This is an optimization exercise on Yosys and OpenROAD, whose aim is a short achievable clock period and few clock cycles, not a production implementation. The RTL was checked by simulation tests, not by an equivalence proof against the original design. Power and IR drop assume default switching activity.

## design.v

```verilog
module frame_rx (
    input  wire        clk,
    input  wire        rst,
    input  wire        cmd_valid,
    output wire        cmd_ready,
    input  wire [15:0] cmd_word,
    input  wire [7:0]  rx_avail,
    input  wire        rx_err,
    input  wire        rx_valid,
    input  wire [7:0]  rx_data,
    output wire        rx_ready,
    output reg         rsp_valid,
    output reg  [1:0]  rsp_status,
    output reg  [31:0] rsp_data,
    output reg         ev_valid,
    output reg         ev_hdr,
    output reg  [7:0]  ev_port,
    output reg  [7:0]  ev_data
);
    localparam [7:0] HM0 = 8'hA5, HM1 = 8'h5A;
    localparam [7:0] TM0 = 8'hC3, TM1 = 8'h3C;
    localparam [7:0] MAX_PAYLOAD = 8'd56;
    localparam       BUF_CAP = 64;
    localparam [1:0] ST_OK = 2'd0, ST_IO_ERROR = 2'd1, ST_ILLEGAL = 2'd2;
    localparam [2:0] S_IDLE = 3'd0, S_READ = 3'd1, S_STEP = 3'd2,
                     S_CRC  = 3'd3, S_DISP = 3'd4;
    localparam [1:0] R_SYNC = 2'd0, R_HDR = 2'd1, R_BODY = 2'd2;
    reg [2:0]  state;
    reg [1:0]  rst_st;
    reg [7:0]  mem [0:BUF_CAP-1];
    reg [5:0]  head;
    reg [6:0]  count;
    reg [6:0]  rd_left;
    reg [7:0]  h_size;
    reg [7:0]  h_port;
    reg [15:0] h_crc;
    reg [6:0]  f_len;
    reg [6:0]  idx;
    reg [15:0] crc;
    reg [31:0] ctr_rcv_msgs, ctr_rcv_bytes, ctr_dropped, ctr_crc_err;
    reg [31:0] ctr_size_err, ctr_trailer_err, ctr_no_receiver;
    reg [255:0] port_reg;
    function [15:0] crc_byte(input [15:0] c, input [7:0] d);
        integer k;
        reg [15:0] x;
        begin
            x = c ^ {8'h00, d};
            for (k = 0; k < 8; k = k + 1)
                x = x[0] ? ((x >> 1) ^ 16'hA001) : (x >> 1);
            crc_byte = x;
        end
    endfunction
    wire [7:0] b0 = mem[head];
    wire [7:0] b1 = mem[head + 6'd1];
    wire [7:0] b2 = mem[head + 6'd2];
    wire [7:0] b3 = mem[head + 6'd3];
    wire [7:0] b4 = mem[head + 6'd4];
    wire [7:0] b5 = mem[head + 6'd5];
    wire [5:0] trl_pos = head + 6'd6 + h_size[5:0];
    wire [7:0] t0 = mem[trl_pos];
    wire [7:0] t1 = mem[trl_pos + 6'd1];
    wire [7:0] bi = mem[head + idx[5:0]];
    wire [7:0] crc_in = (idx == 7'd4 || idx == 7'd5) ? 8'h00 : bi;
    wire [15:0] crc_next = crc_byte(crc, crc_in);
    wire [7:0] arg = cmd_word[15:8];
    wire is_process  = (cmd_word == 16'h0001);
    wire is_register = (cmd_word[7:0] == 8'h02);
    wire is_read     = (cmd_word[7:0] == 8'h03) && (arg < 8'd7);
    wire is_clear    = (cmd_word == 16'h0004);
    wire [6:0] free_space = BUF_CAP - count;
    wire [6:0] take = ({1'b0, rx_avail} < {1'b0, free_space}) ? rx_avail[6:0] : free_space;
    assign cmd_ready = (state == S_IDLE);
    assign rx_ready  = (state == S_READ);
    reg [31:0] ctr_sel;
    always @(*) begin
        case (arg[2:0])
            3'd0: ctr_sel = ctr_rcv_msgs;
            3'd1: ctr_sel = ctr_rcv_bytes;
            3'd2: ctr_sel = ctr_dropped;
            3'd3: ctr_sel = ctr_crc_err;
            3'd4: ctr_sel = ctr_size_err;
            3'd5: ctr_sel = ctr_trailer_err;
            default: ctr_sel = ctr_no_receiver;
        endcase
    end
    always @(posedge clk) begin
        if (state == S_READ && rx_valid)
            mem[head + count[5:0]] <= rx_data;
    end
    always @(posedge clk) begin
        if (rst) begin
            state <= S_IDLE;
            rst_st <= R_SYNC;
            head <= 6'd0;
            count <= 7'd0;
            rd_left <= 7'd0;
            h_size <= 8'd0;
            h_port <= 8'd0;
            h_crc <= 16'd0;
            f_len <= 7'd0;
            idx <= 7'd0;
            crc <= 16'hFFFF;
            ctr_rcv_msgs <= 32'd0;
            ctr_rcv_bytes <= 32'd0;
            ctr_dropped <= 32'd0;
            ctr_crc_err <= 32'd0;
            ctr_size_err <= 32'd0;
            ctr_trailer_err <= 32'd0;
            ctr_no_receiver <= 32'd0;
            port_reg <= 256'd0;
            rsp_valid <= 1'b0;
            rsp_status <= 2'd0;
            rsp_data <= 32'd0;
            ev_valid <= 1'b0;
            ev_hdr <= 1'b0;
            ev_port <= 8'd0;
            ev_data <= 8'd0;
        end else begin
            rsp_valid <= 1'b0;
            ev_valid <= 1'b0;
            ev_hdr <= 1'b0;
            case (state)
                S_IDLE: begin
                    if (cmd_valid) begin
                        rsp_data <= 32'd0;
                        rsp_status <= ST_OK;
                        if (is_process) begin
                            if (rx_err) begin
                                rsp_status <= ST_IO_ERROR;
                                rsp_valid <= 1'b1;
                            end else if (take != 7'd0) begin
                                rd_left <= take;
                                state <= S_READ;
                            end else begin
                                state <= S_STEP;
                            end
                        end else if (is_register) begin
                            port_reg[arg] <= 1'b1;
                            rsp_valid <= 1'b1;
                        end else if (is_read) begin
                            rsp_data <= ctr_sel;
                            rsp_valid <= 1'b1;
                        end else if (is_clear) begin
                            ctr_rcv_msgs <= 32'd0;
                            ctr_rcv_bytes <= 32'd0;
                            ctr_dropped <= 32'd0;
                            ctr_crc_err <= 32'd0;
                            ctr_size_err <= 32'd0;
                            ctr_trailer_err <= 32'd0;
                            ctr_no_receiver <= 32'd0;
                            rsp_valid <= 1'b1;
                        end else begin
                            rsp_status <= ST_ILLEGAL;
                            rsp_valid <= 1'b1;
                        end
                    end
                end
                S_READ: begin
                    if (rx_valid) begin
                        count <= count + 7'd1;
                        rd_left <= rd_left - 7'd1;
                        if (rd_left == 7'd1)
                            state <= S_STEP;
                    end
                end
                S_STEP: begin
                    case (rst_st)
                        R_SYNC: begin
                            if (count < 7'd2) begin
                                state <= S_IDLE;
                                rsp_valid <= 1'b1;
                            end else if (b0 == HM0 && b1 == HM1) begin
                                rst_st <= R_HDR;
                            end else begin
                                head <= head + 6'd1;
                                count <= count - 7'd1;
                                ctr_dropped <= ctr_dropped + 32'd1;
                            end
                        end
                        R_HDR: begin
                            if (count < 7'd6) begin
                                state <= S_IDLE;
                                rsp_valid <= 1'b1;
                            end else begin
                                h_size <= b2;
                                h_port <= b3;
                                h_crc <= {b5, b4};
                                if (b2 > MAX_PAYLOAD) begin
                                    ctr_size_err <= ctr_size_err + 32'd1;
                                    ctr_dropped <= ctr_dropped + 32'd2;
                                    head <= head + 6'd2;
                                    count <= count - 7'd2;
                                    rst_st <= R_SYNC;
                                end else begin
                                    f_len <= b2[6:0] + 7'd8;
                                    rst_st <= R_BODY;
                                end
                            end
                        end
                        default: begin
                            if (count < f_len) begin
                                state <= S_IDLE;
                                rsp_valid <= 1'b1;
                            end else if (t0 != TM0 || t1 != TM1) begin
                                ctr_trailer_err <= ctr_trailer_err + 32'd1;
                                ctr_dropped <= ctr_dropped + 32'd2;
                                head <= head + 6'd2;
                                count <= count - 7'd2;
                                rst_st <= R_SYNC;
                            end else begin
                                idx <= 7'd0;
                                crc <= 16'hFFFF;
                                state <= S_CRC;
                            end
                        end
                    endcase
                end
                S_CRC: begin
                    crc <= crc_next;
                    idx <= idx + 7'd1;
                    if (idx == f_len - 7'd1) begin
                        idx <= 7'd0;
                        if (crc_next != h_crc) begin
                            ctr_crc_err <= ctr_crc_err + 32'd1;
                            ctr_dropped <= ctr_dropped + 32'd2;
                            head <= head + 6'd2;
                            count <= count - 7'd2;
                            rst_st <= R_SYNC;
                            state <= S_STEP;
                        end else begin
                            ctr_rcv_msgs <= ctr_rcv_msgs + 32'd1;
                            ctr_rcv_bytes <= ctr_rcv_bytes + {25'd0, f_len};
                            if (port_reg[h_port]) begin
                                state <= S_DISP;
                            end else begin
                                ctr_no_receiver <= ctr_no_receiver + 32'd1;
                                head <= head + f_len[5:0];
                                count <= count - f_len;
                                rst_st <= R_SYNC;
                                state <= S_STEP;
                            end
                        end
                    end
                end
                S_DISP: begin
                    ev_valid <= 1'b1;
                    ev_port <= h_port;
                    if (idx == 7'd0) begin
                        ev_hdr <= 1'b1;
                        ev_data <= h_size;
                    end else begin
                        ev_data <= mem[head + 6'd5 + idx[5:0]];
                    end
                    idx <= idx + 7'd1;
                    if (idx == {1'b0, h_size[5:0]}) begin
                        head <= head + f_len[5:0];
                        count <= count - f_len;
                        rst_st <= R_SYNC;
                        state <= S_STEP;
                    end
                end
                default: state <= S_IDLE;
            endcase
        end
    end
endmodule
```

## run.sh

```bash
#!/bin/bash
# synth_recipe.tcl (not shown) runs the flow's synth.tcl, then flattens the netlist and writes it again
# the make line also repeats each setting of config.mk as NAME=value (left out here)
make -C /OpenROAD-flow-scripts/flow DESIGN_CONFIG=/design/flow/config.mk WORK_HOME=/design/flow/orfs CLKGATE_MAP_FILE= SYNTH_SCRIPT=/design/flow/synth_recipe.tcl finish
```

## config.mk

```make
export PLATFORM = sky130hd
export DESIGN_NAME = frame_rx
export DESIGN_NICKNAME = frame_rx
export VERILOG_FILES = /design/flow/design.v
export SDC_FILE = /design/flow/constraint.sdc
export NUM_CORES = 4
export LEC_CHECK = 0
export CAP_MARGIN = 20
export CORE_MARGIN = 2
export CORE_UTILIZATION = 40
export PLACE_DENSITY = 0.6
export SLEW_MARGIN = 20
```

## constraint.sdc

```tcl
create_clock -name core_clock -period 10.0 [get_ports {clk}]
set_input_delay 2.0000 -clock core_clock [delete_from_list [all_inputs] [get_ports {clk}]]
set_output_delay 2.0000 -clock core_clock [all_outputs]
set_load 0.01 [all_outputs]
```

==> impl_metrics.json <==
{
  "insertion_delay_ps": 830,
  "synth_nets": 6650,
  "fin_crit_ps": 8605,
  "wl_um": 336200,
  "rsz0062_at_grt": "no",
  "cp-end-kind": "flip-flop",
  "grt_usage_pct": 33.16,
  "cts_made_buffers": 119,
  "dieArea_sq_um": 198000,
  "ys_seq_elements": 1138,
  "largest_reg_flops": 512,
  "fill_cells": 17560,
  "first_iter_violations": 11240,
  "dpl_worst_slack_ps": 1540,
  "cts_max_path_buffers": 3,
  "startpoint_type": "flip-flop",
  "antenna_found_initial": 34,
  "grt_pass1_wl_um": 474000,
  "postCtsSetupBuffers": 0,
  "finalNetCount": 6478,
  "drv_slew": 0,
  "drt_pre_antenna_iters": 9,
  "synth-edff-count": 512,
  "syn2layout_area_growth_pct": 9.815,
  "setup_violations": 0,
  "hp-class": "flip-flop to flip-flop",
  "yosysSeqAreaShare_pct": 35.88,
  "ir_drop_mv": 0.1673,
  "drcViolationCount": 0,
  "syn-cell-area_sq_um": 77770,
  "critPathMaxFanout": 48,
  "die_h_um": 445.0,
  "synth_common_cells": "mux4_2 (1076), nor2_1 (697), dfxtp_1 (626)",
  "yosysMostFrequentCell": "mux4_2",
  "core_area_sq_um": 192800,
  "synthArstFlopShare_pct": 0,
  "whs_endpoint": "h_size[7]",
  "grt-ovfl-total": 0,
  "vias": 66100,
  "gp_congestion": 1.062,
  "synth.avg_cell_area_sq_um": 11.92,
  "hold_buffers": 0,
  "post-dp-hpwl_um": 233500,
  "synth_top_area_cell": "mux4_2",
  "slowest_stage": "dfxtp_4",
  "finalSetupTns_ps": 0,
  "synthDistinctLibCells": 104,
  "layout_setup_ws_ps": 1395,
  "maxSlewHeadroom_pct": 17.74,
  "post_cts_resized": 0,
  "clock-sinks": 1138,
  "fin_worst_skew_ps": 77.29,
  "final_layout_size_suffix_gt1_share_pct": 24.06,
  "critical_path_class": "flip-flop to flip-flop",
  "crit_family": "compound AO/OA/AOI/OAI gates",
  "power_density_nw_per_um2": 113.4,
  "wl_per_cell_um": 37.34,
  "synthFlopType": "dfxtp_1",
  "timing.rr.end": "head[0]",
  "holdPathStages": 2,
  "rows": 161,
  "worstHoldStart": "h_size[7]",
  "port_buffers": 91,
  "cp_data_arrival_time_ps": 9270,
  "vias_per_cell": 7.340,
  "yosysWarnings": 1,
  "hold_violations": 0,
  "synth_area_leaders": "mux4_2 (31%), edfxtp_1 (20%), dfxtp_1 (16%)",
  "start_util_pct": 40.34,
  "crit_chain": "clkinv_1, buf_4, ha_1, inv_1, ha_1, fa_1, xnor2_4, buf_16, buf_4, mux4_2, mux2i_1, a211oi_1, a21oi_1, o32ai_1, o221a_2, nand2b_1, a21oi_1, o31a_1, nor3b_1, nand2_1, o31ai_1",
  "cts_tree": "built",
  "maxCapViolCount": 0,
  "grt_max_degree": 123,
  "slowest_delay_ps": 850,
  "max_freq_mhz": 116.2,
  "synth.top_cell.area_share_pct": 31.16,
  "power.total_w": 0.009684,
  "fin_util_pct": 44.30,
  "worst_slew_pin_slew_ps": 1234,
  "worst-r2r-cell-count": 21,
  "rrSetupSlack_ps": 1400,
  "hold_slack_ps": 456.7,
  "final_antenna_net_count": 0,
  "clk_pin_slew_ps": 80,
  "min_period_over_period_pct": 86.05,
  "synthCells": 6523,
  "status": "complete, no violations",
  "htreeDepth": 3,
  "ctsRootBufferMaster": "clkbuf_16",
  "r2r_start": "head[1]",
  "grt_pass1_vias": 61350,
  "leakagePower_nw": 26.86,
  "die_w_um": 445.0,
  "path_buf_inv": 5,
  "crit_required_ps": 10670,
  "io_pins": 92
}
-- area by class of cell --
class                      count  area (sq um)  share of cell area [%]
antenna                       25         62.56                 0.07325
clock buffer                 147          3203                   3.750
clock inverter                77         880.8                   1.031
inverter                      94         357.8                  0.4190
multi-input combinational   4769         47770                   55.93
sequential                  1138         27930                   32.70
tap                         2526          3161                   3.700
timing repair buffer         229          2043                   2.392
-- worst reg2reg max path, cell delays in order (launching register included) --
cell,delay (ps)
dfxtp_4,850
clkinv_1,300
buf_4,310
ha_1,310
inv_1,40
ha_1,200
fa_1,760
xnor2_4,560
buf_16,240
buf_4,430
mux4_2,560
mux2i_1,180
a211oi_1,170
a21oi_1,750
o32ai_1,230
o221a_2,380
nand2b_1,220
a21oi_1,200
o31a_1,220
nor3b_1,560
nand2_1,440
o31ai_1,560
-- cells in the final DEF (no fill, tap or decap), types with 78 or more instances in the layout --
cell | netlist | routed
a21oi_1 | 480 | 480
a22oi_1 | 83 | 83
buf_4 | 13 | 128
clkbuf_16 | 0 | 119
clkdlybuf4s50_1 | 0 | 82
dfxtp_1 | 626 | 618
edfxtp_1 | 512 | 512
ha_1 | 83 | 78
inv_1 | 89 | 89
mux2i_1 | 101 | 101
mux4_2 | 1076 | 1076
nand2_1 | 401 | 394
nand3_1 | 153 | 151
nand4_1 | 100 | 100
nor2_1 | 697 | 685
nor3_1 | 90 | 88
nor4bb_1 | 150 | 150
o21ai_0 | 161 | 160
xnor2_1 | 110 | 102
xor2_1 | 94 | 86
-- stage by stage --
stage / instance area, sq um / cells
4_1_cts: 85250 / 8978
6_report: 85410 / 9005
3_3_place_gp: 81140 / 8753
3_5_place_dp: 81160 / 8754
2_1_floorplan: 77770 / 6523
5_1_grt: 85360 / 8986
-- how the worst max path moves through the flow --
| stage | start | endpoint | slack [ps] | cells past startpoint |
|---|---|---|---|---|
| floorplan | head[0] | ev_data[5] | 1510 | 27 |
| global placement | head[1] | head[0] | 1600 | 20 |
| detailed placement | head[1] | head[0] | 1540 | 20 |
| CTS | head[1] | head[0] | 1510 | 20 |
| global route | head[1] | head[0] | 1200 | 21 |
| finish | head[1] | head[0] | 1400 | 21 |
-- where the power goes --
part           switching, W  total [W]  internal [W]  leakage, nW
logic              0.000158   0.000193     0.0000350         15.2
registers       0.000000221    0.00485       0.00485         9.65
clock network       0.00203    0.00464       0.00260         1.99
total               0.00219    0.00968       0.00749         26.9
-- routing by layer --
layer | vias up | share of wire (%) | track usage, %
met3 | 1190 | 14 | 13.00
li1 | 26050 | - | -
met4 | 34 | 7.2 | 18.55
met2 | 5652 | 42 | 47.69
met5 | - | 0.069 | 0.1221
met1 | 33170 | 36 | 42.58
-- kinds of logic (layout without fill, tap and decap cells) --
group,count (synthesis),after routing,synth area share [%]
buf+inv,616,547,3.195
flops,1138,1138,35.88
fa+ha+maj,90,90,1.515
other cells,0,25,0
compound gates,1191,1191,9.902
mux,1191,1191,32.74
xor+xnor,220,220,2.716
simple gates,2077,2077,14.05
Testbench counts, summed over its fixed seeds: cycles 90,053.

[afterwards: timing with drivers on the ports]
In the flow no input, the clock included, has a driving cell. The finished layout below was timed again as built, in two steps. Step 1: set_driving_cell puts a clkbuf_16 on clk and a buf_2 on each other input, an assumption about the parent block. Step 2 times the ports against the registers' clock, not the clock port: input delays grow and output delays shrink by t, the midpoint of the rising clock arrivals with the driver on. Slacks: ideal / step 1 / step 2; pairs: ideal / step 1.
shift t [ns]: 0.883
setup WS [ns]: 1.395 / 1.395 / 1.395
worst setup path at the end: register to register
latest minus earliest clock arrival (ns): 0.077 / 0.077
pins driven straight from the clock port: 1
After both steps setup and hold are still met in this run. For this run, drivers alone change the setup slack by 0.000 ns; drivers and shift together by 0.000 ns.
